Context: an optimization exercise on an open-source flow, tuned for a short achievable clock period. The choices shown serve that exercise and are no tape-out recipe.
At most, simulation tests tie the RTL to the original design; equivalence was not proved.
Power figures rest on the tool's default switching activity, not on a simulated workload.

north:
// mwf1_rx
module mwf1_rx (
    input  wire        clk,
    input  wire        rst,
    input  wire        rx_valid,
    input  wire [7:0]  rx_data,
    output wire        rx_ready,
    output wire        tx_valid,
    output wire [7:0]  tx_data,
    input  wire        tx_ready,
    output wire        pay_we,
    output wire [14:0] pay_addr,
    output wire [7:0]  pay_wdata,
    output wire        frm_valid,
    output wire [14:0] frm_len,
    input  wire        frm_ready,
    output wire [1:0]  st_phase,
    output wire [1:0]  st_rx_state
);
make LEC_CHECK=0 ABC_CLOCK_PERIOD_IN_PS=1800 CAP_MARGIN=20 CORE_MARGIN=2 CORE_UTILIZATION=50 PLACE_DENSITY=0.7 SETUP_SLACK_MARGIN=2.2 SLEW_MARGIN=20 TNS_END_PERCENT=100 finish   # period 4.0 ns
run.sh (not shown) runs the stock make flow with config.mk's settings and CLKGATE_MAP_FILE= SYNTH_SCRIPT=/design/flow/synth_recipe.tcl, a recipe that flattens the netlist after the stock synthesis.
For south, these inputs were changed with respect to north:
diff --git a/flow/design.v b/flow/design.v
--- a/flow/design.v
+++ b/flow/design.v
@@ -46,76 +46,63 @@
     reg        lo_ge9, lo_le39;   
     reg        len_rng;           
     reg        len_pre;           
     reg [14:0] frm_len_r;
     reg [14:0] lm2;               
     reg [14:0] pay_cnt;
     reg        plast;             
     reg [7:0]  d_r;
     reg        p_v;
-    reg [31:0] u_r;
-    reg        u_v;
     reg [31:0] crc;
-    reg [7:0]  c0, c1;            
+    reg [7:0]  c0;                
+    reg [23:0] cexp;              
     reg        cm;                
     reg [15:0] tmr;
     reg        tge;               
     reg [7:0]  q0, q1, q2;
     reg [1:0]  ac;
     wire fire = rx_valid;       
-    wire [31:0] crc_shift;
-    wire [31:0] d_term;
-    mwf1_crc32 u_crc_s (.s(crc), .b(8'd0), .o(crc_shift));
-    mwf1_crc32 u_crc_d (.s(32'd0), .b(d_r), .o(d_term));
+    wire [31:0] crc_fold;
+    mwf1_crc32 u_crc (.s(crc), .b(d_r), .o(crc_fold));
+    wire [31:0] crc_cur = p_v ? crc_fold : crc;
     wire b_4d = (rx_data == 8'h4D);
     wire b_57 = (rx_data == 8'h57);
     wire b_46 = (rx_data == 8'h46);
     wire b_31 = (rx_data == 8'h31);
     wire b_00 = (rx_data == 8'h00);
-    wire b_c2  = (rx_data == ~crc[23:16]);
-    wire b_c3  = (rx_data == ~crc[31:24]);
-    wire c01_ok = (c0 == ~crc[7:0]) && (c1 == ~crc[15:8]);
+    wire b_exp = (rx_data == cexp[7:0]);
+    wire c0_ok = (c0 == ~crc[7:0]);
     wire magic_hit = (mpre == 2'd3) && b_31;
     reg  [1:0] mpre_n;
     always @* begin
         case (mpre)
             2'd0: mpre_n = b_4d ? 2'd1 : 2'd0;
             2'd1: mpre_n = b_57 ? 2'd2 : (b_4d ? 2'd1 : 2'd0);
             2'd2: mpre_n = b_46 ? 2'd3 : (b_4d ? 2'd1 : 2'd0);
             default: mpre_n = b_4d ? 2'd1 : 2'd0;   
         endcase
     end
     wire rng_n = ((rx_data != 8'h00) || lo_ge9) &&
                  ((rx_data < 8'h69) || ((rx_data == 8'h69) && lo_le39));
     wire [15:0] len16  = {len_hi, len_lo};
     wire        len_ok = len_pre && b_00;
-    wire        crc_ok = cm && b_c3;
+    wire        crc_ok = cm && b_exp;
     wire at_bound_m1 = (s_seek && (tmr == 16'd47)) ||
                        ((s_len || s_crc) && (tmr == 16'd31)) ||
                        (s_pay && (tmr == 16'd39999));
     wire expire  = tge && (!s_seek || wne);
     wire [15:0] tmr_inc = tmr + 16'd1;
     wire        tge_inc = tge || at_bound_m1;
     always @(posedge clk) begin
         d_r <= rx_data;
         p_v <= pw_en && fire;
-        u_r <= d_term;
-        u_v <= p_v;
-        if (s_len)
-            crc <= 32'hFFFFFFFF;
-        else if (u_v)
-            crc <= crc_shift ^ u_r;
-        if (s_len) begin
-            frm_len_r <= len16[14:0];
-            lm2       <= len16[14:0] - 15'd2;
-            pay_cnt   <= 15'd0;
-            plast     <= 1'b0;
-        end
+        if (p_v)
+            crc <= crc_fold;
         if (ph_rx) begin
             q0 <= 8'h45;
             q1 <= 8'h52;
             q2 <= s_len ? 8'h4C : 8'h43;
             ac <= 2'd3;
         end else if (ph_dis) begin
             q0 <= 8'h4F;
             q1 <= 8'h4B;
             ac <= 2'd2;
@@ -168,18 +155,23 @@
                         len_rng <= rng_n;
                     end
                     if (fc[2])
                         len_pre <= len_rng && b_00;
                     if (fc[3]) begin
                         tmr   <= 16'd0;
                         tge   <= 1'b0;
                         s_len <= 1'b0;
                         if (len_ok) begin
+                            frm_len_r <= len16[14:0];
+                            lm2       <= len16[14:0] - 15'd2;
+                            pay_cnt   <= 15'd0;
+                            plast     <= 1'b0;
+                            crc       <= 32'hFFFFFFFF;
                             s_pay     <= 1'b1;
                             s_enc     <= 2'd2;
                             pw_en     <= 1'b1;
                         end else begin
                             ph_rx  <= 1'b0;
                             ph_ack <= 1'b1;
                             ph_enc <= 2'd3;
                             s_seek <= 1'b1;
                             s_enc  <= 2'd0;
@@ -195,24 +187,28 @@
                         tge   <= 1'b0;
                         s_pay <= 1'b0;
                         s_crc <= 1'b1;
                         s_enc <= 2'd3;
                         pw_en <= 1'b0;
                     end
                 end
                 if (s_crc) begin
                     fc <= {fc[2:0], fc[3]};
-                    if (fc[0])
-                        c0 <= rx_data;
+                    if (fc[0]) begin
+                        c0   <= rx_data;
+                        cexp <= ~crc_cur[31:8];
+                    end else begin
+                        cexp <= {8'd0, cexp[23:8]};
+                    end
                     if (fc[1])
-                        c1 <= rx_data;
+                        cm <= c0_ok && b_exp;
                     if (fc[2])
-                        cm <= c01_ok && b_c2;
+                        cm <= cm && b_exp;
                     if (fc[3]) begin
                         tmr    <= 16'd0;
                         tge    <= 1'b0;
                         s_crc  <= 1'b0;
                         s_seek <= 1'b1;
                         s_enc  <= 2'd0;
                         ph_rx  <= 1'b0;
                         if (crc_ok) begin
                             ph_dis <= 1'b1;
Findings:
Diff south and north: post-CTS setup-driven buffer insertion count lower in north
Clock buffer count: lower on south
Going from north to south, count of non-filler cells in the finished layout now sits lower, total power now sits lower, final period demand of the worst path now sits higher, routed wire length now sits higher.
Of south and north, the run reporting the higher largest stage delay on the critical path was south.
No functional check of the RTL was part of south.

* * *

mwf1_rx, a different RTL version from the one above (not shown whole).
Size in the first run: ~870 cells after synthesis, ~67 I/O pins, about 9400 sq um of cells after synthesis.
clock: 4.0 ns
lec_check: 0
abc_clock_period_in_ps: 1500
cap_margin: 20
core_margin: 2
core_utilization: 60
place_density: 0.75
setup_slack_margin: 2.3
slew_margin: 20
tns_end_percent: 100
Next try:
--- a/flow/design.v
+++ b/flow/design.v
@@ -91,19 +91,19 @@
     wire        crc_ok = cm && b_c3;
     wire at_bound_m1 = (s_seek && (tmr == 16'd47)) ||
                        ((s_len || s_crc) && (tmr == 16'd31)) ||
                        (s_pay && (tmr == 16'd39999));
     wire expire  = tge && (!s_seek || wne);
     wire [15:0] tmr_inc = tmr + 16'd1;
     wire        tge_inc = tge || at_bound_m1;
     always @(posedge clk) begin
         d_r <= rx_data;
-        p_v <= s_pay && fire;    
+        p_v <= pw_en && fire;
         u_r <= d_term;
         u_v <= p_v;
         if (s_len)
             crc <= 32'hFFFFFFFF;
         else if (u_v)
             crc <= crc_shift ^ u_r;
         if (s_len) begin
             frm_len_r <= len16[14:0];
             lm2       <= len16[14:0] - 15'd2;
What happened: Total power rose by 2.6%; sequential power hardly moves; critical path depth falls by 5; synthesized area grows by 0.59%; clock power rose by about 4%; flip-flop and latch count is unchanged; worst setup slack improved by 200 ps; fmax goes up by 10%; routed wire length came out higher by 3.4%; register-to-register slack gets better by 50 ps.
Only the layout flow was run in the first run of this note; the RTL was not checked for function there.

==> static timing again, ports no longer ideal <==
In the flow no input, the clock included, has a driving cell. The finished layouts below were timed again as built, in two steps.
Step 1: set_driving_cell puts a clkbuf_16 on clk and a buf_2 on each other input, an assumption about the parent block.
Step 2 moves the port delays by t, midway between the first and last clock arrival at a register: inputs arrive t later, outputs are due t later. That takes back most of the time a late clock gives input paths.
Three values: ideal, step 1, step 2; two values: the first two.
| run | t, ns | setup WS [ns] | worst setup path after step 2 | worst data-port slew with drivers (ns) |
|---|---|---|---|---|
| north | 0.544 | 2.044 / 1.998 / 1.539 | input to register | 0.06 |
| south | 0.467 | 1.938 / 1.938 / 1.516 | input to register | 0.14 |
| the first run of note 2 | 0.526 | 1.864 / 1.868 / 1.342 | input to register | 0.06 |
| the second run of note 2 | 0.547 | 2.065 / 2.018 / 1.522 | input to register | 0.14 |
After both steps setup and hold are still met in every run listed. The setup slack of the second run of note 2, which loses most, moves by -0.047 ns with the drivers and by -0.543 ns with both steps.
